Source: an optimization exercise on an open RTL-to-GDS flow (aim: small area, a short achievable clock period and few clock cycles). Production flows keep margins and buffers that such runs may drop. Function was checked by simulation only, so behaviour that the tests miss may differ from the original. No activity file was given, so power comes from the tool's default toggle rates.

===== flow/design.v =====
module kb_keymap (
    input  wire       layer,
    input  wire [6:0] idx,
    output reg  [7:0] code
);
    always @(*) begin
        case ({layer, idx})
            {1'b0, 7'd0}: code = 8'h29;
            {1'b0, 7'd1}: code = 8'h35;
            {1'b0, 7'd2}: code = 8'h2B;
            {1'b0, 7'd3}: code = 8'h39;
            {1'b0, 7'd4}: code = 8'hE1;
            {1'b0, 7'd5}: code = 8'hE0;
            {1'b0, 7'd6}: code = 8'h3A;
            {1'b0, 7'd7}: code = 8'h1E;
            {1'b0, 7'd8}: code = 8'h14;
            {1'b0, 7'd9}: code = 8'h04;
            {1'b0, 7'd10}: code = 8'h1D;
            {1'b0, 7'd11}: code = 8'hE3;
            {1'b0, 7'd12}: code = 8'h3B;
            {1'b0, 7'd13}: code = 8'h1F;
            {1'b0, 7'd14}: code = 8'h1A;
            {1'b0, 7'd15}: code = 8'h16;
            {1'b0, 7'd16}: code = 8'h1B;
            {1'b0, 7'd17}: code = 8'hE2;
            {1'b0, 7'd18}: code = 8'h3C;
            {1'b0, 7'd19}: code = 8'h20;
            {1'b0, 7'd20}: code = 8'h08;
            {1'b0, 7'd21}: code = 8'h07;
            {1'b0, 7'd22}: code = 8'h06;
            {1'b0, 7'd24}: code = 8'h3D;
            {1'b0, 7'd25}: code = 8'h21;
            {1'b0, 7'd26}: code = 8'h15;
            {1'b0, 7'd27}: code = 8'h09;
            {1'b0, 7'd28}: code = 8'h19;
            {1'b0, 7'd30}: code = 8'h3E;
            {1'b0, 7'd31}: code = 8'h22;
            {1'b0, 7'd32}: code = 8'h17;
            {1'b0, 7'd33}: code = 8'h0A;
            {1'b0, 7'd34}: code = 8'h05;
            {1'b0, 7'd35}: code = 8'h2C;
            {1'b0, 7'd36}: code = 8'h3F;
            {1'b0, 7'd37}: code = 8'h23;
            {1'b0, 7'd38}: code = 8'h1C;
            {1'b0, 7'd39}: code = 8'h0B;
            {1'b0, 7'd40}: code = 8'h11;
            {1'b0, 7'd42}: code = 8'h40;
            {1'b0, 7'd43}: code = 8'h24;
            {1'b0, 7'd44}: code = 8'h18;
            {1'b0, 7'd45}: code = 8'h0D;
            {1'b0, 7'd46}: code = 8'h10;
            {1'b0, 7'd48}: code = 8'h41;
            {1'b0, 7'd49}: code = 8'h25;
            {1'b0, 7'd50}: code = 8'h0C;
            {1'b0, 7'd51}: code = 8'h0E;
            {1'b0, 7'd52}: code = 8'h36;
            {1'b0, 7'd54}: code = 8'h42;
            {1'b0, 7'd55}: code = 8'h26;
            {1'b0, 7'd56}: code = 8'h12;
            {1'b0, 7'd57}: code = 8'h0F;
            {1'b0, 7'd58}: code = 8'h37;
            {1'b0, 7'd59}: code = 8'hE6;
            {1'b0, 7'd60}: code = 8'h43;
            {1'b0, 7'd61}: code = 8'h27;
            {1'b0, 7'd62}: code = 8'h13;
            {1'b0, 7'd63}: code = 8'h33;
            {1'b0, 7'd64}: code = 8'h38;
            {1'b0, 7'd65}: code = 8'hE7;
            {1'b0, 7'd66}: code = 8'h44;
            {1'b0, 7'd67}: code = 8'h2D;
            {1'b0, 7'd68}: code = 8'h2F;
            {1'b0, 7'd69}: code = 8'h34;
            {1'b0, 7'd71}: code = 8'hE4;
            {1'b0, 7'd72}: code = 8'h45;
            {1'b0, 7'd73}: code = 8'h2E;
            {1'b0, 7'd74}: code = 8'h30;
            {1'b0, 7'd77}: code = 8'h50;
            {1'b0, 7'd78}: code = 8'h46;
            {1'b0, 7'd79}: code = 8'h2A;
            {1'b0, 7'd80}: code = 8'h31;
            {1'b0, 7'd81}: code = 8'h28;
            {1'b0, 7'd82}: code = 8'hE5;
            {1'b0, 7'd83}: code = 8'h51;
            {1'b0, 7'd84}: code = 8'h4C;
            {1'b0, 7'd85}: code = 8'h49;
            {1'b0, 7'd88}: code = 8'h52;
            {1'b0, 7'd89}: code = 8'h4F;
            {1'b0, 7'd90}: code = 8'h4A;
            {1'b0, 7'd91}: code = 8'h4B;
            {1'b0, 7'd92}: code = 8'h4E;
            {1'b0, 7'd93}: code = 8'h4D;
            {1'b1, 7'd0}: code = 8'h01;
            {1'b1, 7'd1}: code = 8'h35;
            {1'b1, 7'd2}: code = 8'h2B;
            {1'b1, 7'd3}: code = 8'h39;
            {1'b1, 7'd4}: code = 8'hE5;
            {1'b1, 7'd5}: code = 8'hE0;
            {1'b1, 7'd6}: code = 8'h7F;
            {1'b1, 7'd7}: code = 8'h1E;
            {1'b1, 7'd8}: code = 8'h14;
            {1'b1, 7'd9}: code = 8'h03;
            {1'b1, 7'd10}: code = 8'h1D;
            {1'b1, 7'd11}: code = 8'hE3;
            {1'b1, 7'd12}: code = 8'h80;
            {1'b1, 7'd13}: code = 8'h1F;
            {1'b1, 7'd14}: code = 8'h1A;
            {1'b1, 7'd15}: code = 8'h16;
            {1'b1, 7'd16}: code = 8'h1B;
            {1'b1, 7'd17}: code = 8'hE2;
            {1'b1, 7'd18}: code = 8'h81;
            {1'b1, 7'd19}: code = 8'h20;
            {1'b1, 7'd20}: code = 8'h08;
            {1'b1, 7'd21}: code = 8'h07;
            {1'b1, 7'd24}: code = 8'h74;
            {1'b1, 7'd25}: code = 8'h21;
            {1'b1, 7'd26}: code = 8'h15;
            {1'b1, 7'd27}: code = 8'h09;
            {1'b1, 7'd28}: code = 8'h19;
            {1'b1, 7'd30}: code = 8'h75;
            {1'b1, 7'd31}: code = 8'h22;
            {1'b1, 7'd32}: code = 8'h17;
            {1'b1, 7'd33}: code = 8'h0A;
            {1'b1, 7'd34}: code = 8'h05;
            {1'b1, 7'd36}: code = 8'h76;
            {1'b1, 7'd37}: code = 8'h23;
            {1'b1, 7'd38}: code = 8'h1C;
            {1'b1, 7'd39}: code = 8'h0B;
            {1'b1, 7'd40}: code = 8'h11;
            {1'b1, 7'd42}: code = 8'h77;
            {1'b1, 7'd43}: code = 8'h24;
            {1'b1, 7'd44}: code = 8'h18;
            {1'b1, 7'd45}: code = 8'h0D;
            {1'b1, 7'd46}: code = 8'h10;
            {1'b1, 7'd48}: code = 8'h78;
            {1'b1, 7'd49}: code = 8'h25;
            {1'b1, 7'd50}: code = 8'h0C;
            {1'b1, 7'd51}: code = 8'h0E;
            {1'b1, 7'd52}: code = 8'h36;
            {1'b1, 7'd54}: code = 8'h79;
            {1'b1, 7'd55}: code = 8'h26;
            {1'b1, 7'd56}: code = 8'h12;
            {1'b1, 7'd57}: code = 8'h0F;
            {1'b1, 7'd58}: code = 8'h37;
            {1'b1, 7'd59}: code = 8'hE6;
            {1'b1, 7'd60}: code = 8'h7A;
            {1'b1, 7'd61}: code = 8'h27;
            {1'b1, 7'd62}: code = 8'h13;
            {1'b1, 7'd63}: code = 8'h33;
            {1'b1, 7'd64}: code = 8'h38;
            {1'b1, 7'd65}: code = 8'hE7;
            {1'b1, 7'd66}: code = 8'h7B;
            {1'b1, 7'd67}: code = 8'h2D;
            {1'b1, 7'd68}: code = 8'h2F;
            {1'b1, 7'd69}: code = 8'h34;
            {1'b1, 7'd71}: code = 8'hE4;
            {1'b1, 7'd72}: code = 8'h7C;
            {1'b1, 7'd73}: code = 8'h2E;
            {1'b1, 7'd74}: code = 8'h30;
            {1'b1, 7'd77}: code = 8'h4A;
            {1'b1, 7'd78}: code = 8'h48;
            {1'b1, 7'd79}: code = 8'h2A;
            {1'b1, 7'd80}: code = 8'h31;
            {1'b1, 7'd81}: code = 8'h28;
            {1'b1, 7'd82}: code = 8'hE5;
            {1'b1, 7'd83}: code = 8'h4E;
            {1'b1, 7'd84}: code = 8'h47;
            {1'b1, 7'd85}: code = 8'h49;
            {1'b1, 7'd88}: code = 8'h4B;
            {1'b1, 7'd89}: code = 8'h4D;
            {1'b1, 7'd90}: code = 8'h02;
            {1'b1, 7'd91}: code = 8'h4B;
            {1'b1, 7'd92}: code = 8'h4E;
            {1'b1, 7'd93}: code = 8'h4D;
            default: code = 8'h00;
        endcase
    end
endmodule
module kb_report_encoder (
    input  wire        clk,
    input  wire        rst,
    input  wire        start,
    input  wire [95:0] deb,
    output wire        ready,
    output reg         done,
    output reg  [63:0] report,
    output wire        changed
);
    wire L = deb[95];
    reg        busy;
    reg  [2:0] ph;
    reg  [12:0] gtr;     
    reg  [5:1] qst;     
    reg        valid, diffa, diffb;
    wire p0 = ~busy;
    wire active = busy | start;
    wire cont;          
    wire n0 = (deb[0] & ~L);
    wire n1 = deb[1];
    wire n2 = deb[2];
    wire n3 = deb[3];
    wire n4 = deb[6];
    wire n5 = deb[7];
    wire n6 = deb[8];
    wire n7 = (deb[9] & ~L);
    wire n8 = deb[10];
    wire n9 = deb[12];
    wire n10 = deb[13];
    wire n11 = deb[14];
    wire n12 = deb[15];
    wire n13 = deb[16];
    wire n14 = deb[18];
    wire n15 = deb[19];
    wire n16 = deb[20];
    wire n17 = deb[21];
    wire n18 = (deb[22] & ~L);
    wire n19 = deb[24];
    wire n20 = deb[25];
    wire n21 = deb[26];
    wire n22 = deb[27];
    wire n23 = deb[28];
    wire n24 = deb[30];
    wire n25 = deb[31];
    wire n26 = deb[32];
    wire n27 = deb[33];
    wire n28 = deb[34];
    wire n29 = (deb[35] & ~L);
    wire n30 = deb[36];
    wire n31 = deb[37];
    wire n32 = deb[38];
    wire n33 = deb[39];
    wire n34 = deb[40];
    wire n35 = deb[42];
    wire n36 = deb[43];
    wire n37 = deb[44];
    wire n38 = deb[45];
    wire n39 = deb[46];
    wire n40 = deb[48];
    wire n41 = deb[49];
    wire n42 = deb[50];
    wire n43 = deb[51];
    wire n44 = deb[52];
    wire n45 = deb[54];
    wire n46 = deb[55];
    wire n47 = deb[56];
    wire n48 = deb[57];
    wire n49 = deb[58];
    wire n50 = deb[60];
    wire n51 = deb[61];
    wire n52 = deb[62];
    wire n53 = deb[63];
    wire n54 = deb[64];
    wire n55 = deb[66];
    wire n56 = deb[67];
    wire n57 = deb[68];
    wire n58 = deb[69];
    wire n59 = deb[72];
    wire n60 = deb[73];
    wire n61 = deb[74];
    wire n62 = deb[77];
    wire n63 = deb[78];
    wire n64 = deb[79];
    wire n65 = deb[80];
    wire n66 = deb[81];
    wire n67 = deb[83];
    wire n68 = deb[84];
    wire n69 = deb[85];
    wire n70 = deb[88];
    wire n71 = deb[89];
    wire n72 = (deb[90] & ~L);
    wire n73 = deb[91];
    wire n74 = deb[92];
    wire n75 = deb[93];
    wire n76 = 1'b0;
    wire n77 = 1'b0;
    wire gt0 = gtr[0];
    wire m0 = n0 & gt0;
    wire m1 = n1 & (gt0 | (gtr[1] & qst[1]));
    wire m2 = n2 & (gt0 | (gtr[1] & qst[2]));
    wire m3 = n3 & (gt0 | (gtr[1] & qst[3]));
    wire m4 = n4 & (gt0 | (gtr[1] & qst[4]));
    wire m5 = n5 & (gt0 | (gtr[1] & qst[5]));
    wire a0 = m0 | m1 | m2 | m3 | m4 | m5;
    wire d0 = (m0 & m1) | (m0 & m2) | (m0 & m3) | (m0 & m4) | (m0 & m5) | (m1 & m2) | (m1 & m3) | (m1 & m4) | (m1 & m5) | (m2 & m3) | (m2 & m4) | (m2 & m5) | (m3 & m4) | (m3 & m5) | (m4 & m5);
    wire h0 = m0;
    wire h1 = ~m0 & m1;
    wire h2 = ~m0 & ~m1 & m2;
    wire h3 = ~m0 & ~m1 & ~m2 & m3;
    wire h4 = ~m0 & ~m1 & ~m2 & ~m3 & m4;
    wire h5 = ~m0 & ~m1 & ~m2 & ~m3 & ~m4 & m5;
    wire af0_1 = m0;
    wire af0_2 = m0 | m1;
    wire af0_3 = m0 | m1 | m2;
    wire af0_4 = m0 | m1 | m2 | m3;
    wire af0_5 = m0 | m1 | m2 | m3 | m4;
    wire lc0_0 = h0 | h1 | h2 | h3 | (L & (h4));
    wire lc0_1 = h2 | h4 | h5;
    wire lc0_2 = h1 | h5 | (L & (h4));
    wire lc0_3 = h0 | h2 | h3 | h4 | h5;
    wire lc0_4 = h1 | h3 | h4 | h5;
    wire lc0_5 = h0 | h1 | h2 | h3 | h4;
    wire lc0_6 = (L & (h4));
    wire lc0_7 = 1'b0;
    wire gt1 = gtr[1];
    wire m6 = n6 & gt1;
    wire m7 = n7 & (gt1 | (gtr[2] & qst[1]));
    wire m8 = n8 & (gt1 | (gtr[2] & qst[2]));
    wire m9 = n9 & (gt1 | (gtr[2] & qst[3]));
    wire m10 = n10 & (gt1 | (gtr[2] & qst[4]));
    wire m11 = n11 & (gt1 | (gtr[2] & qst[5]));
    wire a1 = m6 | m7 | m8 | m9 | m10 | m11;
    wire d1 = (m6 & m7) | (m6 & m8) | (m6 & m9) | (m6 & m10) | (m6 & m11) | (m7 & m8) | (m7 & m9) | (m7 & m10) | (m7 & m11) | (m8 & m9) | (m8 & m10) | (m8 & m11) | (m9 & m10) | (m9 & m11) | (m10 & m11);
    wire h6 = m6;
    wire h7 = ~m6 & m7;
    wire h8 = ~m6 & ~m7 & m8;
    wire h9 = ~m6 & ~m7 & ~m8 & m9;
    wire h10 = ~m6 & ~m7 & ~m8 & ~m9 & m10;
    wire h11 = ~m6 & ~m7 & ~m8 & ~m9 & ~m10 & m11;
    wire af1_1 = m6;
    wire af1_2 = m6 | m7;
    wire af1_3 = m6 | m7 | m8;
    wire af1_4 = m6 | m7 | m8 | m9;
    wire af1_5 = m6 | m7 | m8 | m9 | m10;
    wire lc1_0 = h8 | h10 | (~L & (h9));
    wire lc1_1 = h10 | h11 | (~L & (h9));
    wire lc1_2 = h6 | h7 | h8 | h10;
    wire lc1_3 = h8 | h10 | h11 | (~L & (h9));
    wire lc1_4 = h6 | h8 | h10 | h11 | (~L & (h9));
    wire lc1_5 = (~L & (h9));
    wire lc1_6 = 1'b0;
    wire lc1_7 = (L & (h9));
    wire gt2 = gtr[2];
    wire m12 = n12 & gt2;
    wire m13 = n13 & (gt2 | (gtr[3] & qst[1]));
    wire m14 = n14 & (gt2 | (gtr[3] & qst[2]));
    wire m15 = n15 & (gt2 | (gtr[3] & qst[3]));
    wire m16 = n16 & (gt2 | (gtr[3] & qst[4]));
    wire m17 = n17 & (gt2 | (gtr[3] & qst[5]));
    wire a2 = m12 | m13 | m14 | m15 | m16 | m17;
    wire d2 = (m12 & m13) | (m12 & m14) | (m12 & m15) | (m12 & m16) | (m12 & m17) | (m13 & m14) | (m13 & m15) | (m13 & m16) | (m13 & m17) | (m14 & m15) | (m14 & m16) | (m14 & m17) | (m15 & m16) | (m15 & m17) | (m16 & m17);
    wire h12 = m12;
    wire h13 = ~m12 & m13;
    wire h14 = ~m12 & ~m13 & m14;
    wire h15 = ~m12 & ~m13 & ~m14 & m15;
    wire h16 = ~m12 & ~m13 & ~m14 & ~m15 & m16;
    wire h17 = ~m12 & ~m13 & ~m14 & ~m15 & ~m16 & m17;
    wire af2_1 = m12;
    wire af2_2 = m12 | m13;
    wire af2_3 = m12 | m13 | m14;
    wire af2_4 = m12 | m13 | m14 | m15;
    wire af2_5 = m12 | m13 | m14 | m15 | m16;
    wire lc2_0 = h13 | h17 | (L & (h14));
    wire lc2_1 = h12 | h13 | h17;
    wire lc2_2 = h12 | h17 | (~L & (h14));
    wire lc2_3 = h13 | h16 | (~L & (h14));
    wire lc2_4 = h12 | h13 | (~L & (h14));
    wire lc2_5 = h15 | (~L & (h14));
    wire lc2_6 = 1'b0;
    wire lc2_7 = (L & (h14));
    wire gt3 = gtr[3];
    wire m18 = n18 & gt3;
    wire m19 = n19 & (gt3 | (gtr[4] & qst[1]));
    wire m20 = n20 & (gt3 | (gtr[4] & qst[2]));
    wire m21 = n21 & (gt3 | (gtr[4] & qst[3]));
    wire m22 = n22 & (gt3 | (gtr[4] & qst[4]));
    wire m23 = n23 & (gt3 | (gtr[4] & qst[5]));
    wire a3 = m18 | m19 | m20 | m21 | m22 | m23;
    wire d3 = (m18 & m19) | (m18 & m20) | (m18 & m21) | (m18 & m22) | (m18 & m23) | (m19 & m20) | (m19 & m21) | (m19 & m22) | (m19 & m23) | (m20 & m21) | (m20 & m22) | (m20 & m23) | (m21 & m22) | (m21 & m23) | (m22 & m23);
    wire h18 = m18;
    wire h19 = ~m18 & m19;
    wire h20 = ~m18 & ~m19 & m20;
    wire h21 = ~m18 & ~m19 & ~m20 & m21;
    wire h22 = ~m18 & ~m19 & ~m20 & ~m21 & m22;
    wire h23 = ~m18 & ~m19 & ~m20 & ~m21 & ~m22 & m23;
    wire af3_1 = m18;
    wire af3_2 = m18 | m19;
    wire af3_3 = m18 | m19 | m20;
    wire af3_4 = m18 | m19 | m20 | m21;
    wire af3_5 = m18 | m19 | m20 | m21 | m22;
    wire lc3_0 = h20 | h21 | h22 | h23 | (~L & (h19));
    wire lc3_1 = h18;
    wire lc3_2 = h18 | h19 | h21;
    wire lc3_3 = h22 | h23 | (~L & (h19));
    wire lc3_4 = h19 | h21 | h23;
    wire lc3_5 = h19 | h20;
    wire lc3_6 = (L & (h19));
    wire lc3_7 = 1'b0;
    wire gt4 = gtr[4];
    wire m24 = n24 & gt4;
    wire m25 = n25 & (gt4 | (gtr[5] & qst[1]));
    wire m26 = n26 & (gt4 | (gtr[5] & qst[2]));
    wire m27 = n27 & (gt4 | (gtr[5] & qst[3]));
    wire m28 = n28 & (gt4 | (gtr[5] & qst[4]));
    wire m29 = n29 & (gt4 | (gtr[5] & qst[5]));
    wire a4 = m24 | m25 | m26 | m27 | m28 | m29;
    wire d4 = (m24 & m25) | (m24 & m26) | (m24 & m27) | (m24 & m28) | (m24 & m29) | (m25 & m26) | (m25 & m27) | (m25 & m28) | (m25 & m29) | (m26 & m27) | (m26 & m28) | (m26 & m29) | (m27 & m28) | (m27 & m29) | (m28 & m29);
    wire h24 = m24;
    wire h25 = ~m24 & m25;
    wire h26 = ~m24 & ~m25 & m26;
    wire h27 = ~m24 & ~m25 & ~m26 & m27;
    wire h28 = ~m24 & ~m25 & ~m26 & ~m27 & m28;
    wire h29 = ~m24 & ~m25 & ~m26 & ~m27 & ~m28 & m29;
    wire af4_1 = m24;
    wire af4_2 = m24 | m25;
    wire af4_3 = m24 | m25 | m26;
    wire af4_4 = m24 | m25 | m26 | m27;
    wire af4_5 = m24 | m25 | m26 | m27 | m28;
    wire lc4_0 = h26 | h28 | (L & (h24));
    wire lc4_1 = h25 | h26 | h27 | (~L & (h24));
    wire lc4_2 = h24 | h26 | h28 | h29;
    wire lc4_3 = h27 | h29 | (~L & (h24));
    wire lc4_4 = h24 | h26;
    wire lc4_5 = h24 | h25 | h29;
    wire lc4_6 = (L & (h24));
    wire lc4_7 = 1'b0;
    wire gt5 = gtr[5];
    wire m30 = n30 & gt5;
    wire m31 = n31 & (gt5 | (gtr[6] & qst[1]));
    wire m32 = n32 & (gt5 | (gtr[6] & qst[2]));
    wire m33 = n33 & (gt5 | (gtr[6] & qst[3]));
    wire m34 = n34 & (gt5 | (gtr[6] & qst[4]));
    wire m35 = n35 & (gt5 | (gtr[6] & qst[5]));
    wire a5 = m30 | m31 | m32 | m33 | m34 | m35;
    wire d5 = (m30 & m31) | (m30 & m32) | (m30 & m33) | (m30 & m34) | (m30 & m35) | (m31 & m32) | (m31 & m33) | (m31 & m34) | (m31 & m35) | (m32 & m33) | (m32 & m34) | (m32 & m35) | (m33 & m34) | (m33 & m35) | (m34 & m35);
    wire h30 = m30;
    wire h31 = ~m30 & m31;
    wire h32 = ~m30 & ~m31 & m32;
    wire h33 = ~m30 & ~m31 & ~m32 & m33;
    wire h34 = ~m30 & ~m31 & ~m32 & ~m33 & m34;
    wire h35 = ~m30 & ~m31 & ~m32 & ~m33 & ~m34 & m35;
    wire af5_1 = m30;
    wire af5_2 = m30 | m31;
    wire af5_3 = m30 | m31 | m32;
    wire af5_4 = m30 | m31 | m32 | m33;
    wire af5_5 = m30 | m31 | m32 | m33 | m34;
    wire lc5_0 = h31 | h33 | h34 | (~L & (h30)) | (L & (h35));
    wire lc5_1 = h30 | h31 | h33 | (L & (h35));
    wire lc5_2 = h30 | h32 | (L & (h35));
    wire lc5_3 = h32 | h33 | (~L & (h30));
    wire lc5_4 = h30 | h32 | h34 | (L & (h35));
    wire lc5_5 = h30 | h31 | (L & (h35));
    wire lc5_6 = h35 | (L & (h30));
    wire lc5_7 = 1'b0;
    wire gt6 = gtr[6];
    wire m36 = n36 & gt6;
    wire m37 = n37 & (gt6 | (gtr[7] & qst[1]));
    wire m38 = n38 & (gt6 | (gtr[7] & qst[2]));
    wire m39 = n39 & (gt6 | (gtr[7] & qst[3]));
    wire m40 = n40 & (gt6 | (gtr[7] & qst[4]));
    wire m41 = n41 & (gt6 | (gtr[7] & qst[5]));
    wire a6 = m36 | m37 | m38 | m39 | m40 | m41;
    wire d6 = (m36 & m37) | (m36 & m38) | (m36 & m39) | (m36 & m40) | (m36 & m41) | (m37 & m38) | (m37 & m39) | (m37 & m40) | (m37 & m41) | (m38 & m39) | (m38 & m40) | (m38 & m41) | (m39 & m40) | (m39 & m41) | (m40 & m41);
    wire h36 = m36;
    wire h37 = ~m36 & m37;
    wire h38 = ~m36 & ~m37 & m38;
    wire h39 = ~m36 & ~m37 & ~m38 & m39;
    wire h40 = ~m36 & ~m37 & ~m38 & ~m39 & m40;
    wire h41 = ~m36 & ~m37 & ~m38 & ~m39 & ~m40 & m41;
    wire af6_1 = m36;
    wire af6_2 = m36 | m37;
    wire af6_3 = m36 | m37 | m38;
    wire af6_4 = m36 | m37 | m38 | m39;
    wire af6_5 = m36 | m37 | m38 | m39 | m40;
    wire lc6_0 = h38 | h41 | (~L & (h40));
    wire lc6_1 = 1'b0;
    wire lc6_2 = h36 | h38 | h41;
    wire lc6_3 = h37 | h38 | (L & (h40));
    wire lc6_4 = h37 | h39 | (L & (h40));
    wire lc6_5 = h36 | h41 | (L & (h40));
    wire lc6_6 = h40;
    wire lc6_7 = 1'b0;
    wire gt7 = gtr[7];
    wire m42 = n42 & gt7;
    wire m43 = n43 & (gt7 | (gtr[8] & qst[1]));
    wire m44 = n44 & (gt7 | (gtr[8] & qst[2]));
    wire m45 = n45 & (gt7 | (gtr[8] & qst[3]));
    wire m46 = n46 & (gt7 | (gtr[8] & qst[4]));
    wire m47 = n47 & (gt7 | (gtr[8] & qst[5]));
    wire a7 = m42 | m43 | m44 | m45 | m46 | m47;
    wire d7 = (m42 & m43) | (m42 & m44) | (m42 & m45) | (m42 & m46) | (m42 & m47) | (m43 & m44) | (m43 & m45) | (m43 & m46) | (m43 & m47) | (m44 & m45) | (m44 & m46) | (m44 & m47) | (m45 & m46) | (m45 & m47) | (m46 & m47);
    wire h42 = m42;
    wire h43 = ~m42 & m43;
    wire h44 = ~m42 & ~m43 & m44;
    wire h45 = ~m42 & ~m43 & ~m44 & m45;
    wire h46 = ~m42 & ~m43 & ~m44 & ~m45 & m46;
    wire h47 = ~m42 & ~m43 & ~m44 & ~m45 & ~m46 & m47;
    wire af7_1 = m42;
    wire af7_2 = m42 | m43;
    wire af7_3 = m42 | m43 | m44;
    wire af7_4 = m42 | m43 | m44 | m45;
    wire af7_5 = m42 | m43 | m44 | m45 | m46;
    wire lc7_0 = (L & (h45));
    wire lc7_1 = h43 | h44 | h46 | h47 | (~L & (h45));
    wire lc7_2 = h42 | h43 | h44 | h46;
    wire lc7_3 = h42 | h43 | (L & (h45));
    wire lc7_4 = h44 | h47 | (L & (h45));
    wire lc7_5 = h44 | h46 | (L & (h45));
    wire lc7_6 = h45;
    wire lc7_7 = 1'b0;
    wire gt8 = gtr[8];
    wire m48 = n48 & gt8;
    wire m49 = n49 & (gt8 | (gtr[9] & qst[1]));
    wire m50 = n50 & (gt8 | (gtr[9] & qst[2]));
    wire m51 = n51 & (gt8 | (gtr[9] & qst[3]));
    wire m52 = n52 & (gt8 | (gtr[9] & qst[4]));
    wire m53 = n53 & (gt8 | (gtr[9] & qst[5]));
    wire a8 = m48 | m49 | m50 | m51 | m52 | m53;
    wire d8 = (m48 & m49) | (m48 & m50) | (m48 & m51) | (m48 & m52) | (m48 & m53) | (m49 & m50) | (m49 & m51) | (m49 & m52) | (m49 & m53) | (m50 & m51) | (m50 & m52) | (m50 & m53) | (m51 & m52) | (m51 & m53) | (m52 & m53);
    wire h48 = m48;
    wire h49 = ~m48 & m49;
    wire h50 = ~m48 & ~m49 & m50;
    wire h51 = ~m48 & ~m49 & ~m50 & m51;
    wire h52 = ~m48 & ~m49 & ~m50 & ~m51 & m52;
    wire h53 = ~m48 & ~m49 & ~m50 & ~m51 & ~m52 & m53;
    wire af8_1 = m48;
    wire af8_2 = m48 | m49;
    wire af8_3 = m48 | m49 | m50;
    wire af8_4 = m48 | m49 | m50 | m51;
    wire af8_5 = m48 | m49 | m50 | m51 | m52;
    wire lc8_0 = h48 | h49 | h51 | h52 | h53 | (~L & (h50));
    wire lc8_1 = h48 | h49 | h50 | h51 | h52 | h53;
    wire lc8_2 = h48 | h49 | h51;
    wire lc8_3 = h48 | (L & (h50));
    wire lc8_4 = h49 | h52 | h53 | (L & (h50));
    wire lc8_5 = h49 | h51 | h53 | (L & (h50));
    wire lc8_6 = h50;
    wire lc8_7 = 1'b0;
    wire gt9 = gtr[9];
    wire m54 = n54 & gt9;
    wire m55 = n55 & (gt9 | (gtr[10] & qst[1]));
    wire m56 = n56 & (gt9 | (gtr[10] & qst[2]));
    wire m57 = n57 & (gt9 | (gtr[10] & qst[3]));
    wire m58 = n58 & (gt9 | (gtr[10] & qst[4]));
    wire m59 = n59 & (gt9 | (gtr[10] & qst[5]));
    wire a9 = m54 | m55 | m56 | m57 | m58 | m59;
    wire d9 = (m54 & m55) | (m54 & m56) | (m54 & m57) | (m54 & m58) | (m54 & m59) | (m55 & m56) | (m55 & m57) | (m55 & m58) | (m55 & m59) | (m56 & m57) | (m56 & m58) | (m56 & m59) | (m57 & m58) | (m57 & m59) | (m58 & m59);
    wire h54 = m54;
    wire h55 = ~m54 & m55;
    wire h56 = ~m54 & ~m55 & m56;
    wire h57 = ~m54 & ~m55 & ~m56 & m57;
    wire h58 = ~m54 & ~m55 & ~m56 & ~m57 & m58;
    wire h59 = ~m54 & ~m55 & ~m56 & ~m57 & ~m58 & m59;
    wire af9_1 = m54;
    wire af9_2 = m54 | m55;
    wire af9_3 = m54 | m55 | m56;
    wire af9_4 = m54 | m55 | m56 | m57;
    wire af9_5 = m54 | m55 | m56 | m57 | m58;
    wire lc9_0 = h56 | h57 | (~L & (h59)) | (L & (h55));
    wire lc9_1 = h57 | (L & (h55));
    wire lc9_2 = h56 | h57 | h58 | h59 | (~L & (h55));
    wire lc9_3 = h54 | h56 | h57 | (L & (h55 | h59));
    wire lc9_4 = h54 | h58 | (L & (h55 | h59));
    wire lc9_5 = h54 | h56 | h57 | h58 | (L & (h55 | h59));
    wire lc9_6 = h55 | h59;
    wire lc9_7 = 1'b0;
    wire gt10 = gtr[10];
    wire m60 = n60 & gt10;
    wire m61 = n61 & (gt10 | (gtr[11] & qst[1]));
    wire m62 = n62 & (gt10 | (gtr[11] & qst[2]));
    wire m63 = n63 & (gt10 | (gtr[11] & qst[3]));
    wire m64 = n64 & (gt10 | (gtr[11] & qst[4]));
    wire m65 = n65 & (gt10 | (gtr[11] & qst[5]));
    wire a10 = m60 | m61 | m62 | m63 | m64 | m65;
    wire d10 = (m60 & m61) | (m60 & m62) | (m60 & m63) | (m60 & m64) | (m60 & m65) | (m61 & m62) | (m61 & m63) | (m61 & m64) | (m61 & m65) | (m62 & m63) | (m62 & m64) | (m62 & m65) | (m63 & m64) | (m63 & m65) | (m64 & m65);
    wire h60 = m60;
    wire h61 = ~m60 & m61;
    wire h62 = ~m60 & ~m61 & m62;
    wire h63 = ~m60 & ~m61 & ~m62 & m63;
    wire h64 = ~m60 & ~m61 & ~m62 & ~m63 & m64;
    wire h65 = ~m60 & ~m61 & ~m62 & ~m63 & ~m64 & m65;
    wire af10_1 = m60;
    wire af10_2 = m60 | m61;
    wire af10_3 = m60 | m61 | m62;
    wire af10_4 = m60 | m61 | m62 | m63;
    wire af10_5 = m60 | m61 | m62 | m63 | m64;
    wire lc10_0 = h65;
    wire lc10_1 = h60 | h64 | (~L & (h63)) | (L & (h62));
    wire lc10_2 = h60 | (~L & (h63));
    wire lc10_3 = h60 | h64 | (L & (h62 | h63));
    wire lc10_4 = h61 | h65 | (~L & (h62));
    wire lc10_5 = h60 | h61 | h64 | h65;
    wire lc10_6 = h62 | h63;
    wire lc10_7 = 1'b0;
    wire gt11 = gtr[11];
    wire m66 = n66 & gt11;
    wire m67 = n67 & (gt11 | (gtr[12] & qst[1]));
    wire m68 = n68 & (gt11 | (gtr[12] & qst[2]));
    wire m69 = n69 & (gt11 | (gtr[12] & qst[3]));
    wire m70 = n70 & (gt11 | (gtr[12] & qst[4]));
    wire m71 = n71 & (gt11 | (gtr[12] & qst[5]));
    wire a11 = m66 | m67 | m68 | m69 | m70 | m71;
    wire d11 = (m66 & m67) | (m66 & m68) | (m66 & m69) | (m66 & m70) | (m66 & m71) | (m67 & m68) | (m67 & m69) | (m67 & m70) | (m67 & m71) | (m68 & m69) | (m68 & m70) | (m68 & m71) | (m69 & m70) | (m69 & m71) | (m70 & m71);
    wire h66 = m66;
    wire h67 = ~m66 & m67;
    wire h68 = ~m66 & ~m67 & m68;
    wire h69 = ~m66 & ~m67 & ~m68 & m69;
    wire h70 = ~m66 & ~m67 & ~m68 & ~m69 & m70;
    wire h71 = ~m66 & ~m67 & ~m68 & ~m69 & ~m70 & m71;
    wire af11_1 = m66;
    wire af11_2 = m66 | m67;
    wire af11_3 = m66 | m67 | m68;
    wire af11_4 = m66 | m67 | m68 | m69;
    wire af11_5 = m66 | m67 | m68 | m69 | m70;
    wire lc11_0 = h69 | h71 | (~L & (h67)) | (L & (h68 | h70));
    wire lc11_1 = h70 | (~L & (h71)) | (L & (h67 | h68));
    wire lc11_2 = h68 | h71 | (L & (h67));
    wire lc11_3 = h66 | h69 | h71 | (~L & (h68)) | (L & (h67 | h70));
    wire lc11_4 = (~L & (h67 | h70));
    wire lc11_5 = h66;
    wire lc11_6 = h67 | h68 | h69 | h70 | h71;
    wire lc11_7 = 1'b0;
    wire gt12 = gtr[12];
    wire m72 = n72 & gt12;
    wire m73 = n73 & (gt12 | (1'b1 & qst[1]));
    wire m74 = n74 & (gt12 | (1'b1 & qst[2]));
    wire m75 = n75 & (gt12 | (1'b1 & qst[3]));
    wire m76 = n76 & (gt12 | (1'b1 & qst[4]));
    wire m77 = n77 & (gt12 | (1'b1 & qst[5]));
    wire a12 = m72 | m73 | m74 | m75 | m76 | m77;
    wire d12 = (m72 & m73) | (m72 & m74) | (m72 & m75) | (m72 & m76) | (m72 & m77) | (m73 & m74) | (m73 & m75) | (m73 & m76) | (m73 & m77) | (m74 & m75) | (m74 & m76) | (m74 & m77) | (m75 & m76) | (m75 & m77) | (m76 & m77);
    wire h72 = m72;
    wire h73 = ~m72 & m73;
    wire h74 = ~m72 & ~m73 & m74;
    wire h75 = ~m72 & ~m73 & ~m74 & m75;
    wire h76 = ~m72 & ~m73 & ~m74 & ~m75 & m76;
    wire h77 = ~m72 & ~m73 & ~m74 & ~m75 & ~m76 & m77;
    wire af12_1 = m72;
    wire af12_2 = m72 | m73;
    wire af12_3 = m72 | m73 | m74;
    wire af12_4 = m72 | m73 | m74 | m75;
    wire af12_5 = m72 | m73 | m74 | m75 | m76;
    wire lc12_0 = h73 | h75;
    wire lc12_1 = h72 | h73 | h74;
    wire lc12_2 = h74 | h75;
    wire lc12_3 = h72 | h73 | h74 | h75;
    wire lc12_4 = 1'b0;
    wire lc12_5 = 1'b0;
    wire lc12_6 = h72 | h73 | h74 | h75;
    wire lc12_7 = 1'b0;
    reg  [12:0] pin;   
    integer s_, d_;
    always @(*) begin
        pin = {a12,a11,a10,a9,a8,a7,a6,a5,a4,a3,a2,a1,a0};
        for (d_ = 1; d_ < 13; d_ = d_ * 2)
            for (s_ = 12; s_ >= 0; s_ = s_ - 1)
                if ((s_ / d_) % 2 == 1) pin[s_] = pin[s_] | pin[(s_ / d_) * d_ - 1];
    end
    wire [13:0] P = {pin, 1'b0};   
    wire any = P[13];
    wire r0 = a0 & ~P[0];
    wire r1 = a1 & ~P[1];
    wire r2 = a2 & ~P[2];
    wire r3 = a3 & ~P[3];
    wire r4 = a4 & ~P[4];
    wire r5 = a5 & ~P[5];
    wire r6 = a6 & ~P[6];
    wire r7 = a7 & ~P[7];
    wire r8 = a8 & ~P[8];
    wire r9 = a9 & ~P[9];
    wire r10 = a10 & ~P[10];
    wire r11 = a11 & ~P[11];
    wire r12 = a12 & ~P[12];
    wire [7:0] code;
    assign code[0] = (r0 & lc0_0) | (r1 & lc1_0) | (r2 & lc2_0) | (r3 & lc3_0) | (r4 & lc4_0) | (r5 & lc5_0) | (r6 & lc6_0) | (r7 & lc7_0) | (r8 & lc8_0) | (r9 & lc9_0) | (r10 & lc10_0) | (r11 & lc11_0) | (r12 & lc12_0);
    assign code[1] = (r0 & lc0_1) | (r1 & lc1_1) | (r2 & lc2_1) | (r3 & lc3_1) | (r4 & lc4_1) | (r5 & lc5_1) | (r6 & lc6_1) | (r7 & lc7_1) | (r8 & lc8_1) | (r9 & lc9_1) | (r10 & lc10_1) | (r11 & lc11_1) | (r12 & lc12_1);
    assign code[2] = (r0 & lc0_2) | (r1 & lc1_2) | (r2 & lc2_2) | (r3 & lc3_2) | (r4 & lc4_2) | (r5 & lc5_2) | (r6 & lc6_2) | (r7 & lc7_2) | (r8 & lc8_2) | (r9 & lc9_2) | (r10 & lc10_2) | (r11 & lc11_2) | (r12 & lc12_2);
    assign code[3] = (r0 & lc0_3) | (r1 & lc1_3) | (r2 & lc2_3) | (r3 & lc3_3) | (r4 & lc4_3) | (r5 & lc5_3) | (r6 & lc6_3) | (r7 & lc7_3) | (r8 & lc8_3) | (r9 & lc9_3) | (r10 & lc10_3) | (r11 & lc11_3) | (r12 & lc12_3);
    assign code[4] = (r0 & lc0_4) | (r1 & lc1_4) | (r2 & lc2_4) | (r3 & lc3_4) | (r4 & lc4_4) | (r5 & lc5_4) | (r6 & lc6_4) | (r7 & lc7_4) | (r8 & lc8_4) | (r9 & lc9_4) | (r10 & lc10_4) | (r11 & lc11_4) | (r12 & lc12_4);
    assign code[5] = (r0 & lc0_5) | (r1 & lc1_5) | (r2 & lc2_5) | (r3 & lc3_5) | (r4 & lc4_5) | (r5 & lc5_5) | (r6 & lc6_5) | (r7 & lc7_5) | (r8 & lc8_5) | (r9 & lc9_5) | (r10 & lc10_5) | (r11 & lc11_5) | (r12 & lc12_5);
    assign code[6] = (r0 & lc0_6) | (r1 & lc1_6) | (r2 & lc2_6) | (r3 & lc3_6) | (r4 & lc4_6) | (r5 & lc5_6) | (r6 & lc6_6) | (r7 & lc7_6) | (r8 & lc8_6) | (r9 & lc9_6) | (r10 & lc10_6) | (r11 & lc11_6) | (r12 & lc12_6);
    assign code[7] = (r0 & lc0_7) | (r1 & lc1_7) | (r2 & lc2_7) | (r3 & lc3_7) | (r4 & lc4_7) | (r5 & lc5_7) | (r6 & lc6_7) | (r7 & lc7_7) | (r8 & lc8_7) | (r9 & lc9_7) | (r10 & lc10_7) | (r11 & lc11_7) | (r12 & lc12_7);
    wire qn1 = (r0 & af0_1) | (r1 & af1_1) | (r2 & af2_1) | (r3 & af3_1) | (r4 & af4_1) | (r5 & af5_1) | (r6 & af6_1) | (r7 & af7_1) | (r8 & af8_1) | (r9 & af9_1) | (r10 & af10_1) | (r11 & af11_1) | (r12 & af12_1);
    wire qn2 = (r0 & af0_2) | (r1 & af1_2) | (r2 & af2_2) | (r3 & af3_2) | (r4 & af4_2) | (r5 & af5_2) | (r6 & af6_2) | (r7 & af7_2) | (r8 & af8_2) | (r9 & af9_2) | (r10 & af10_2) | (r11 & af11_2) | (r12 & af12_2);
    wire qn3 = (r0 & af0_3) | (r1 & af1_3) | (r2 & af2_3) | (r3 & af3_3) | (r4 & af4_3) | (r5 & af5_3) | (r6 & af6_3) | (r7 & af7_3) | (r8 & af8_3) | (r9 & af9_3) | (r10 & af10_3) | (r11 & af11_3) | (r12 & af12_3);
    wire qn4 = (r0 & af0_4) | (r1 & af1_4) | (r2 & af2_4) | (r3 & af3_4) | (r4 & af4_4) | (r5 & af5_4) | (r6 & af6_4) | (r7 & af7_4) | (r8 & af8_4) | (r9 & af9_4) | (r10 & af10_4) | (r11 & af11_4) | (r12 & af12_4);
    wire qn5 = (r0 & af0_5) | (r1 & af1_5) | (r2 & af2_5) | (r3 & af3_5) | (r4 & af4_5) | (r5 & af5_5) | (r6 & af6_5) | (r7 & af7_5) | (r8 & af8_5) | (r9 & af9_5) | (r10 & af10_5) | (r11 & af11_5) | (r12 & af12_5);
    wire tb1_1 = a0 | a1;
    wire tb2_1 = (a0 & a1);
    wire tb1_2 = a2 | a3;
    wire tb2_2 = (a2 & a3);
    wire tb1_3 = a4 | a5;
    wire tb2_3 = (a4 & a5);
    wire tb1_4 = a6 | a7;
    wire tb2_4 = (a6 & a7);
    wire tb1_5 = a8 | a9;
    wire tb2_5 = (a8 & a9);
    wire tb1_6 = a10 | a11;
    wire tb2_6 = (a10 & a11);
    wire tb1_7 = tb1_1 | tb1_2;
    wire tb2_7 = (tb1_1 & tb1_2) | tb2_1 | tb2_2;
    wire tb1_8 = tb1_3 | tb1_4;
    wire tb2_8 = (tb1_3 & tb1_4) | tb2_3 | tb2_4;
    wire tb1_9 = tb1_5 | tb1_6;
    wire tb2_9 = (tb1_5 & tb1_6) | tb2_5 | tb2_6;
    wire tb1_10 = tb1_7 | tb1_8;
    wire tb2_10 = (tb1_7 & tb1_8) | tb2_7 | tb2_8;
    wire tb1_11 = tb1_9 | a12;
    wire tb2_11 = (tb1_9 & a12) | tb2_9;
    wire tb1_12 = tb1_10 | tb1_11;
    wire tb2_12 = (tb1_10 & tb1_11) | tb2_10 | tb2_11;
    wire more = tb2_12 | d0 | d1 | d2 | d3 | d4 | d5 | d6 | d7 | d8 | d9 | d10 | d11 | d12;
    wire [7:0] mods = ({8{deb[4]}} & (L ? 8'h20 : 8'h02)) | ({8{deb[5]}} & 8'h01) | ({8{deb[11]}} & 8'h08) | ({8{deb[17]}} & 8'h04) | ({8{deb[59]}} & 8'h40) | ({8{deb[65]}} & 8'h80) | ({8{deb[71]}} & 8'h10) | ({8{deb[82]}} & 8'h20);
    wire any9 = deb[10] | deb[12] | deb[13] | deb[14] | deb[15] | deb[16] | deb[18] | deb[19] | deb[20] | deb[21] | deb[24] | deb[25] | deb[26] | deb[27] | deb[28] | deb[30] | deb[31] | deb[32] | deb[33] | deb[34] | deb[36] | deb[37] | deb[38] | deb[39] | deb[40] | deb[42] | deb[43] | deb[44] | deb[45] | deb[46] | deb[48] | deb[49] | deb[50] | deb[51] | deb[52] | deb[54] | deb[55] | deb[56] | deb[57] | deb[58] | deb[60] | deb[61] | deb[62] | deb[63] | deb[64] | deb[66] | deb[67] | deb[68] | deb[69] | deb[72] | deb[73] | deb[74] | deb[77] | deb[78] | deb[79] | deb[80] | deb[81] | deb[83] | deb[84] | deb[85] | deb[88] | deb[89] | deb[91] | deb[92] | deb[93];
    wire any90 = deb[91] | deb[92] | deb[93];
    wire sent = L & (deb[0] | deb[9] | deb[90]);
    wire [7:0] sbyte = deb[90] ? (any90 ? 8'h01 : 8'h02) :
                       deb[9]  ? (any9  ? 8'h01 : 8'h03) : 8'h01;
    wire [2:0] phe = ph;    
    wire ovf    = more & (phe == 3'd5);
    wire fill   = (p0 & sent) | ovf;
    wire [7:0] fb = ovf ? 8'h01 : sbyte;
    wire finish = fill | ~more;
    assign cont = active & ~finish;
    wire [7:0] old [0:5];
    reg  [5:0] en;
    reg  [7:0] d [0:5];
    integer s;
    always @(*) begin
        for (s = 0; s < 6; s = s + 1) begin
            en[s] = fill | (phe == s) | (finish & (phe < s));
            d[s]  = fill ? fb : ((phe == s) ? code : 8'h00);
        end
    end
    genvar gs;
    generate for (gs = 0; gs < 6; gs = gs + 1) begin : G_OLD
        assign old[gs] = report[16 + 8*gs +: 8];
    end endgenerate
    wire dmods = (mods != report[7:0]);
    reg  [7:0] old_ph;    
    reg  dfill, dzero, old_not01;
    always @(*) begin
        old_ph = 8'h00; dfill = 1'b0; dzero = 1'b0; old_not01 = 1'b0;
        for (s = 0; s < 6; s = s + 1) begin
            old_ph    = old_ph | ({8{phe == s}} & old[s]);
            dfill     = dfill | (old[s] != fb);
            dzero     = dzero | ((phe < s) & (old[s] != 8'h00));
            old_not01 = old_not01 | ((phe == s) & (old[s] != 8'h01));
        end
    end
    reg  [1:0] xr;
    wire [7:0] xc = code ^ old_ph;
    reg        chg_r;
    wire xdiff = |xr;
    wire cmpen = ~fill & ~(p0 & ~valid);
    wire enow = (p0 & dmods) | (fill ? dfill : (finish & dzero));
    wire nz   = (mods != 8'h00) | sent | any;
    wire chg_fin = ovf ? (diffb | old_not01) :
                   p0  ? (valid ? enow : nz) : (diffa | xdiff | enow);
    assign changed = chg_r | xdiff;
    assign ready = ~busy;
    always @(posedge clk) begin
        if (rst) begin
            busy  <= 1'b0;
            done  <= 1'b0;
            valid <= 1'b0;
        end else begin
            done <= active & finish;
            busy <= active & ~finish;
            if (active & p0) valid <= 1'b1;
        end
        ph  <= (rst | ~cont) ? 3'd0 : phe + 3'd1;
        gtr <= (rst | ~cont) ? {13{1'b1}} : P[12:0];
        qst <= {qn5,qn4,qn3,qn2,qn1};
        xr  <= (active & cmpen) ? {|xc[7:4], |xc[3:0]} : 2'b00;
        if (active) begin
            if (p0) report[7:0] <= mods;
            for (s = 0; s < 6; s = s + 1)
                if (en[s]) report[16 + 8*s +: 8] <= d[s];
            report[15:8] <= 8'h00;
            chg_r <= chg_fin;
            diffa <= p0 ? (valid ? enow : 1'b1) : (diffa | xdiff | enow);
            diffb <= p0 ? (valid ? (dmods | old_not01) : 1'b1) : (diffb | old_not01);
        end
    end
endmodule

===== flow/config.mk =====
export PLATFORM = sky130hd
export DESIGN_NAME = kb_report_encoder
export DESIGN_NICKNAME = kb_report_encoder
export VERILOG_FILES = /design/flow/design.v
export SDC_FILE = /design/flow/constraint.sdc
export NUM_CORES = 4
export LEC_CHECK = 0
export ABC_AREA = 1
export CAP_MARGIN = 20
export CORE_MARGIN = 2
export CORE_UTILIZATION = 60
export PLACE_DENSITY = 0.8
export SETUP_SLACK_MARGIN = 1.6
export SLEW_MARGIN = 20

===== flow/constraint.sdc =====
create_clock -name core_clock -period 5.0 [get_ports {clk}]
set_input_delay 1.0000 -clock core_clock [delete_from_list [all_inputs] [get_ports {clk}]]
set_output_delay 1.0000 -clock core_clock [all_outputs]
set_load 0.01 [all_outputs]

===== flow/flow/run.sh =====
#!/bin/bash
# The standard layout (standard.sh), with every input and output port still
# buffered, but with a plain buffer cell (buf_1) instead of the resizer's
# default choice (a delay buffer, clkdlybuf4s50_1).
set -euo pipefail
export BUFFER_PORTS_ARGS="-buffer_cell sky130_fd_sc_hd__buf_1"
bash standard.sh > standard_flow.log 2>&1

===== flow/standard.sh =====
#!/bin/bash
# synth_recipe.tcl (not shown) runs the flow's synth.tcl, then flattens the netlist and writes it again
# the make line also repeats each setting of config.mk as NAME=value (left out here)
make -C /OpenROAD-flow-scripts/flow DESIGN_CONFIG=/design/flow/config.mk WORK_HOME=/design/flow/orfs CLKGATE_MAP_FILE= SYNTH_SCRIPT=/design/flow/synth_recipe.tcl "${@:-finish}"

==> summary.txt, run 1 <==
Run status
  – Status: finished clean

Routing
  – DRC: 0
  – DR WL met2: 14200 um
  – Antenna viol nets, final: 0
  – Drt pass-1 iters: 9
  – Final Routed Wirelength: around 33000 um
  – Max Used Layer: met4
  – Vias per cell: slightly above 6
  – Vias post-DR: about 11000
  – Met3 wire length: 5160 um
  – Drt wl/cell: ~19 um
  – WL met1: between 10000 and 15000 um
  – DRT iter0 DRCs: 1721

STA
  – Tightest Pin Transition: roughly 1.1 ns
  – Final hold violations: 0
  – Clock skew: between 0.015 and 0.02 ns
  – Max-slew violations: 0
  – Worst rel slew slack: 29.6%
  – Hold Slack: 0.523 ns
  – Fmax: 293 MHz
  – Setup-failing EPs final: 0
  – Post-route minimum period: 3.41 ns
  – Crit share post-route: between 60% and 70%
  – TNS Setup: 0 ns
  – RSZ-0062 raised after global routing: true

Finish
  – Nets: 1661
  – Most common cell after layout, fill and taps aside: nand2_1
  – N_diodes: 0
  – Most frequent cells in the layout: 448 x nand2_1, 208 x nor2_1, 148 x inv_1
  – Area Overhead vs Synth: 18.5%
  – Layout cells sized above 1: 11.6%

Floorplanning
  – Ports: about 170
  – Initial core utilization: approximately three fifths
  – Rows: between 40 and 50
  – Die area: roughly 0.015 mm2
  – Vert. Die Dim: around 120 um
  – Die Width: ~120 um
  – Core region area: between 0.01 and 0.015 mm2

Critical path
  – Critical Path End Type: register
  – Worst-path fanout max: 8
  – Data required, critical path: 5.08 ns
  – Kind of critical path: in -> reg
  – CP Data Arrival Time: 3.49 ns
  – Crit start category: primary input

Power and ir drop
  – PD cells: between 200 and 250 mW/mm2
  – Maximum vdd drop: between 0.0002 and 0.0003 V
  – Leakage power: approximately 0.0047 uW

Place
  – IO buf count: ~150
  – Routability cong.: 1.06
  – Detailed-placement wirelength estimate: 25400 um

CTS
  – # H-tree levels: 3
  – Cts hold-fix bufs: 0
  – Worst-path clk slew: about 0.070 ns
  – Max Buffers Root-to-Sink: 2
  – CTS root buf: clkbuf_16
  – CTS buffer count: 9
  – # clock sinks: 85
  – Clock Latency Late Sink: ~0.37 ns
  – CTS tree: built

Global routing
  – Global-route wire length before repair: a little under 50000 um
  – Grt ovf: 0
  – Largest net degree at the start of global routing: 19
  – Initial antenna violation count: 0
  – Vias in the first global route: about 9600
  – GRT Util Overall: a little over two fifths

Hold path
  – HP Class: reg -> reg

Yosys
  – Primary FF master, synth: edfxtp_1
  – Synth cell types: just under 60
  – Register area share after synthesis: about 28%
  – Cell Area, Synth: 0.00821 mm2
  – Asr flop ratio synth: 0%
  – Flops & latches, synth: 85
  – Syn_area_per_cell: 5.91 um2
  – Number of flops mapped to enable cells by yosys: 59
  – Post-Synthesis Cells: 1389
  – YS warnings: 2

Flow run
  – Total of max-cap violations: 0
-- kinds of logic after synthesis --
family                   Yosys count  synth area share (%)
AO/OA/AOI/OAI                    184                  13.6
XOR/XNOR                          10                  1.07
adder cells (fa/ha/maj)            4                 0.610
buffers and inverters            209                  10.1
flip-flops                        85                  27.9
other                              1                0.0457
AND/OR/NAND/NOR                  896                  46.6
-- layer usage --
layer,track usage (%),vias to the layer above
li1,-,4876
met1,60.0,4801
met2,68.0,1000
met3,9.63,168
met4,15.7,0
met5,0,-
-- critical path: stages --
cell,delay [ns]
buf_1,0.09
nand2_1,0.21
nand3_2,0.22
nor3_4,0.29
nand2_1,0.16
nand2_1,0.11
nand2_1,0.06
nor2_1,0.12
nand2_1,0.09
nor2_2,0.13
nand2_4,0.11
nand2_4,0.11
clkinvlp_4,0.16
nor3_4,0.19
a21oi_2,0.10
a21oi_4,0.18
buf_12,0.15
-- synthesized netlist by cell type, types with 3 or more instances --
library cell,number,area [um2]
nand2_1,463,1740
nor2_1,223,837
inv_1,156,586
nand3_1,81,405
edfxtp_1,59,1770
o21ai_0,55,275
a21oi_1,46,230
nor3_1,32,160
inv_2,30,113
dfxtp_1,26,521
nor4_1,23,144
nand2_2,17,106
nand4_1,17,106
o21ai_1,16,80.1
nor2_2,11,68.8
buf_4,9,67.6
xor2_1,9,78.8
a31oi_1,8,50.1
a221oi_1,7,61.3
nand3b_1,7,52.6
o211ai_1,7,52.6
a211oi_1,6,45.0
nor2_4,6,67.6
o221ai_1,6,52.6
buf_2,5,25.0
clkbuf_1,5,18.8
ha_1,4,50.1
nand3_2,4,40.0
o2111ai_1,4,35.0
o21bai_1,4,30.0
o22ai_1,4,25.0
o31ai_1,4,30.0
and2_1,3,18.8
-- power by group --
group	switching [uW]	leakage (uW)	internal [uW]
sequential	61.5	0.000786	806
clock	348	0.000149	356
combinational	376	0.00373	170
total	786	0.00466	1330
-- final cells by class --
type                    count  area (um2)
flip-flops and latches     85        2300
clock inverters             7        76.3
well taps                 176         220
multi-input cells        1102        5390
fillers                  1163        3560
inverters                 188         712
repair buffers            172         806
clock buffers               9         225
-- final timing paths --
kind | start | end | slack [ns] | cells past startpoint
hold / removal | ph[0] | ph[0] | 0.52 | 1
setup / recovery | deb[36] | report[27] | 1.59 | 17
setup reg to reg | qst[1] | report[27] | 1.71 | 18
hold reg to reg | ph[0] | ph[0] | 0.52 | 1
-- registers in the layout (all words and copies together), names as in the netlist, 2 cells and up --
name and flops:
gtr 13, ph 3, qst 5, report 56, xr 2
-- per-stage QoR --
| stage | worst slack, ns | instances | area (um2) | total power [uW] | utilization (%) |
|---|---|---|---|---|---|
| floorplan | 1.68 | 1396 | 8250 | 1170 | - |
| finish | 1.59 | 1739 | 9730 | 2120 | 73.2 |
| detailed placement | 0.825 | 1705 | 8950 | 1360 | 67.3 |
| global route | 1.55 | 1739 | 9730 | 2170 | 73.2 |
| CTS | 1.61 | 1725 | 9360 | 2050 | 70.4 |
| global placement | 0.876 | 1705 | 8950 | 1340 | 67.3 |
-- what timing repair did --
item                                   CTS  global route
pin swaps                                6            14
endpoints found under the hold margin    0             0
buffers inserted                         4            14
setup endpoints to repair               54           100
gates resized for setup                 18            71
Testbench counts, summed over its fixed seeds: cycles 5,590.
==> run 2: changes to the inputs <==
==> flow/flow/run.sh (replaced) <==
#!/bin/bash
# The standard layout (standard.sh), with two changes in how it is made:
#  - every input and output port is still buffered, but with a plain buffer
#    cell (buf_1) instead of the resizer's default choice (a delay buffer);
#  - synthesis maps the logic with flow/abc_area.script, an area-oriented ABC
#    script (dc2; dch -f; map -a), in place of ORFS's abc_area.script. The
#    rest of synthesis (synth_recipe.tcl, its registers and names) is unchanged.
set -euo pipefail
here=$(pwd)
rm -rf "$here/scripts_copy"
cp -r "$FLOW_HOME/scripts" "$here/scripts_copy"
cp "$here/flow/abc_area.script" "$here/scripts_copy/abc_area.script"
export SCRIPTS_DIR="$here/scripts_copy"
export BUFFER_PORTS_ARGS="-buffer_cell sky130_fd_sc_hd__buf_1"
bash standard.sh > standard_flow.log 2>&1
==> flow/flow/abc_area.script (new file) <==
strash
dc2
dch -f
map -a
topo
stime -c
buffer -c
upsize -c
dnsize -c
--- a/flow/config.mk
+++ b/flow/config.mk
@@ -9,6 +9,5 @@
 export CAP_MARGIN = 20
 export CORE_MARGIN = 2
-export CORE_UTILIZATION = 60
-export PLACE_DENSITY = 0.8
+export CORE_UTILIZATION = 55
 export SETUP_SLACK_MARGIN = 1.6
 export SLEW_MARGIN = 20
==> run 2 against run 1 <==
Power up 6.1%. Largest cell class unchanged. Sequential cell count unchanged. Cell count decreased by 5.9%. Register-to-register slack got worse by 1.4 ns. Clock skew decreased by 0.0021 ns. Sequential power grew 2%. Clock-buffer cell count is the same.
==> summary.txt, run 2 <==
Run status
  – Status: finished clean

Global routing
  – Grt ovf: 0 (unchanged)
  – Initial antenna violation count: 1 (+1)
  – GRT Util Overall: 50.1% (+6.2 points)
  – Vias in the first global route: 9831 (+2.6%)
  – Largest net degree at the start of global routing: 21 (+2)
  – Global-route wire length before repair: 55300 um (+12%)

CTS
  – Worst-path clk slew: 0.08 ns (about the same)
  – CTS tree: built
  – CTS buffer count: 9 (unchanged)
  – # H-tree levels: 3 (unchanged)
  – Max Buffers Root-to-Sink: 2 (unchanged)
  – CTS root buf: clkbuf_16
  – # clock sinks: 85 (unchanged)
  – Cts hold-fix bufs: 0 (unchanged)
  – Clock Latency Late Sink: 0.37 ns (about the same)

Critical path
  – FF-to-FF Start: qst[4]
  – R2r endpoint: chg_r
  – Critical path launch point: qst[4]
  – CP Data Arrival Time: 4.77 ns (+1.28 ns)
  – Data required, critical path: 5.10 ns (+0.02 ns)
  – Reg2Reg Depth: 26 (+8)
  – Reg-to-reg slack, setup: 0.33 ns (-1.38 ns)
  – Crit start category: register
  – Kind of critical path: reg -> reg
  – Worst-path fanout max: 12 (+4)
  – Worst Setup EP: chg_r
  – Critical Path End Type: register

Floorplanning
  – Ports: 166 (unchanged)
  – Initial core utilization: 55.8% (-5.9 points)
  – Die area: 0.0149 mm2 (+2.1%)
  – Vert. Die Dim: 122 um (+1.0%)
  – Die Width: 122 um (+1.0%)
  – Rows: 43 (+2.4%)
  – Core region area: 0.0138 mm2 (+3.6%)

Yosys
  – Synth top cells by count: 220 x nor2_1, 198 x inv_1, 167 x nand2_1, 101 x a21oi_1, 66 x o21ai_0
  – Asr flop ratio synth: 0% (unchanged)
  – Most frequent cell after synthesis: nor2_1
  – Primary FF master, synth: edfxtp_1
  – Register area share after synthesis: 29.8% (+1.9 points)
  – Syn_area_per_cell: 6.47 um2 (+9.5%)
  – YS warnings: 2 (unchanged)
  – Synth cell types: 58 (unchanged)
  – Cell Area, Synth: 0.00769 mm2 (-6.4%)
  – Yosys top cell by area: edfxtp_1
  – Post-Synthesis Cells: 1188 (-14%)
  – Number of flops mapped to enable cells by yosys: 59 (unchanged)
  – Flops & latches, synth: 85 (unchanged)
  – Synth top area share: 23.0% (+1.5 points)
  – Largest cells by area after synthesis: edfxtp_1 23%, nor2_1 11%, inv_1 9.7%

Power and ir drop
  – Maximum vdd drop: 0.000177 V (-32%)
  – Post-layout power: 2250 uW (+6.1%)
  – PD cells: 207 mW/mm2 (-5.0%)
  – Leakage power: 0.00450 uW (-3.5%)

Finish
  – Final Instance Area: 0.0109 mm2 (+12%)
  – Final Util: 78.9% (+5.8 points)
  – # fillers: 936 (-20%)
  – Most frequent cells in the layout: 181 x inv_1, 154 x nand2_1, 149 x nor2_1
  – Top reg by flops: report
  – Area Overhead vs Synth: 41.4%
  – Most common cell after layout, fill and taps aside: inv_1
  – Top Registers: report x56, gtr x13, qst x5
  – Nets: 1551 (-6.6%)
  – Largest register FFs: 56 (unchanged)
  – Layout cells sized above 1: 26.2% (+15 points)

STA
  – Tightest Pin Transition: 1.15 ns (+0.0984 ns)
  – Worst rel slew slack: 23.0% (-6.6 points)
  – Fmax: 214 MHz (-27%)
  – Post-route minimum period: 4.67 ns (+1.25 ns)
  – Setup-failing EPs final: 0 (unchanged)
  – RSZ-0062 raised after global routing: true
  – TNS Setup: 0 ns (unchanged)
  – Crit share post-route: 93.3% (+25 points)
  – Clock skew: 0.0150 ns (-0.00211 ns)
  – Max-slew violations: 0 (unchanged)
  – Final hold violations: 0 (unchanged)

Place
  – IO buf count: 146 (unchanged)
  – Routability cong.: 1.07 (+1.2%)
  – Detailed-placement wirelength estimate: 25900 um (+2.0%)
  – Dpl cell area: 0.00868 mm2 (-3.0%)

Routing
  – Max Used Layer: met5
  – Vias post-DR: 11298 (+4.2%)
  – WL met1: 13000 um (+5.7%)
  – DR WL met2: 17500 um (+23%)
  – Drt pass-1 iters: 8 (-1)
  – Final Routed Wirelength: 41400 um (+24%)
  – Antenna viol nets, final: 0 (unchanged)
  – Met3 wire length: 6170 um (+20%)
  – DRT iter0 DRCs: 2068 (+20%)
  – DRC: 0 (unchanged)
  – Vias per cell: 6.91 (+11%)
  – Drt wl/cell: 25.3 um (+32%)

Hold path
  – Min-delay src: ph[0]
  – HP Class: reg -> reg

Flow run
  – Total of max-cap violations: 0 (unchanged)
[run 2: cell count changes in the layout (fill, tap and decap cells not counted), moves of 19 or more]
cell     change
nand2_1    -294
buf_4       +75
nor2_1      -59
nand3_1     -53
a21oi_1     +46
nor2_4      +43
inv_1       +33
buf_6       +23
a22oi_1     +22
nand2_2     -19
[run 2: power by group]
group / switching, uW / internal [uW] / total (uW)
registers: 77.3 / 807 / 884
clock network: 359 / 341 / 700
logic: 439 / 225 / 664
total: 875 / 1370 / 2250
[run 2: cells by family after synthesis]
group                    count (synthesis)  synth area share (%)
flip-flops                              85                  29.8
other                                    1                0.0488
AND/OR/NAND/NOR                        525                  30.3
XOR/XNOR                                12                  1.37
adder cells (fa/ha/maj)                  4                 0.651
AO/OA/AOI/OAI                          300                  24.4
buffers and inverters                  261                  13.3
[run 2: layout make-up]
cell class / instances / area (um2) / share of cell area, %
Tap cell: 180 / 225 / 2.07
Antenna cell: 3 / 7.51 / 0.0690
Sequential cell: 85 / 2310 / 21.2
Timing Repair Buffer: 275 / 1730 / 15.9
Multi-Input combinational cell: 850 / 5410 / 49.8
Clock inverter: 7 / 47.5 / 0.437
Inverter: 227 / 916 / 8.42
Clock buffer: 9 / 225 / 2.07
[run 2: worst min-delay path by stage]
stage	endpoint	depth (start not counted)	slack, ns
2_1_floorplan	ph[0]	1	0.46
3_3_place_gp	ph[0]	1	0.50
3_5_place_dp	ph[0]	1	0.52
4_1_cts	ph[0]	1	0.53
5_1_grt	ph[0]	1	0.57
6_report	ph[0]	1	0.55
[run 2: metal layers]
layer / up-vias / track usage (%)
met4: 6 / 40.2
met5: - / 2.08
met3: 427 / 15.1
li1: 4584 / -
met1: 5026 / 56.4
met2: 1255 / 78.2
[run 2: worst max-delay path, stage by stage, from the launching register on]
cell and delay (ns):
dfxtp_2 0.65, nand2_1 0.13, a21boi_2 0.28, nor2_2 0.07
buf_4 0.14, buf_4 0.12, buf_4 0.12, buf_4 0.12
buf_4 0.12, buf_4 0.12, buf_4 0.12, o221ai_2 0.24
a2111o_1 0.18, nor4_4 0.06, nand4_2 0.15, nand2_2 0.11
inv_4 0.10, buf_6 0.10, buf_12 0.09, nor2_4 0.04
buf_6 0.13, nor4_1 0.41, nand3_1 0.22, o21ai_2 0.15
a21oi_1 0.11, o41ai_2 0.22, o21ai_1 0.11
[run 2: what timing repair did]
action	CTS	global route
resized for setup	199	91
endpoints found under the setup margin	122	120
setup buffers	70	30
pin swaps	66	22
gates cloned	1	0
[run 2: per-stage QoR]
| step | cells | hold WS [ns] | setup slack [ns] |
|---|---|---|---|
| after floorplan | 1195 | 0.455 | 0.921 |
| after global placement | 1514 | 0.498 | 0.116 |
| after detailed placement | 1514 | 0.519 | 0.0361 |
| after CTS | 1601 | 0.534 | 0.858 |
| after global routing | 1634 | 0.573 | 0.280 |
| final | 1636 | 0.547 | 0.334 |

## afterwards: timing with drivers on the ports
Ports are ideal in the flow. The routed layouts listed here were re-timed in OpenROAD. Step 1, drivers: a clkbuf_16 drives clk and a buf_2 each remaining input, both assumed. Step 2, shift: input delay + t, output delay - t, t = (earliest + latest rising clock arrival at the registers) / 2. This alone moves slack from input paths to output paths. a / b / c = ideal ports / drivers / drivers and shift; a / b = the first two.
run	shift t [ns]	slack for setup (ns)	worst data-port slew with drivers (ns)
run 1	0.403	1.588 / 1.612 / 1.208	0.06
run 2	0.406	0.334 / 0.334 / -0.011	0.08
Met with ideal ports but missed after step 2: setup timing in run 2. For run 1, which loses most, drivers alone change the setup slack by +0.024 ns; drivers and shift together by -0.380 ns.
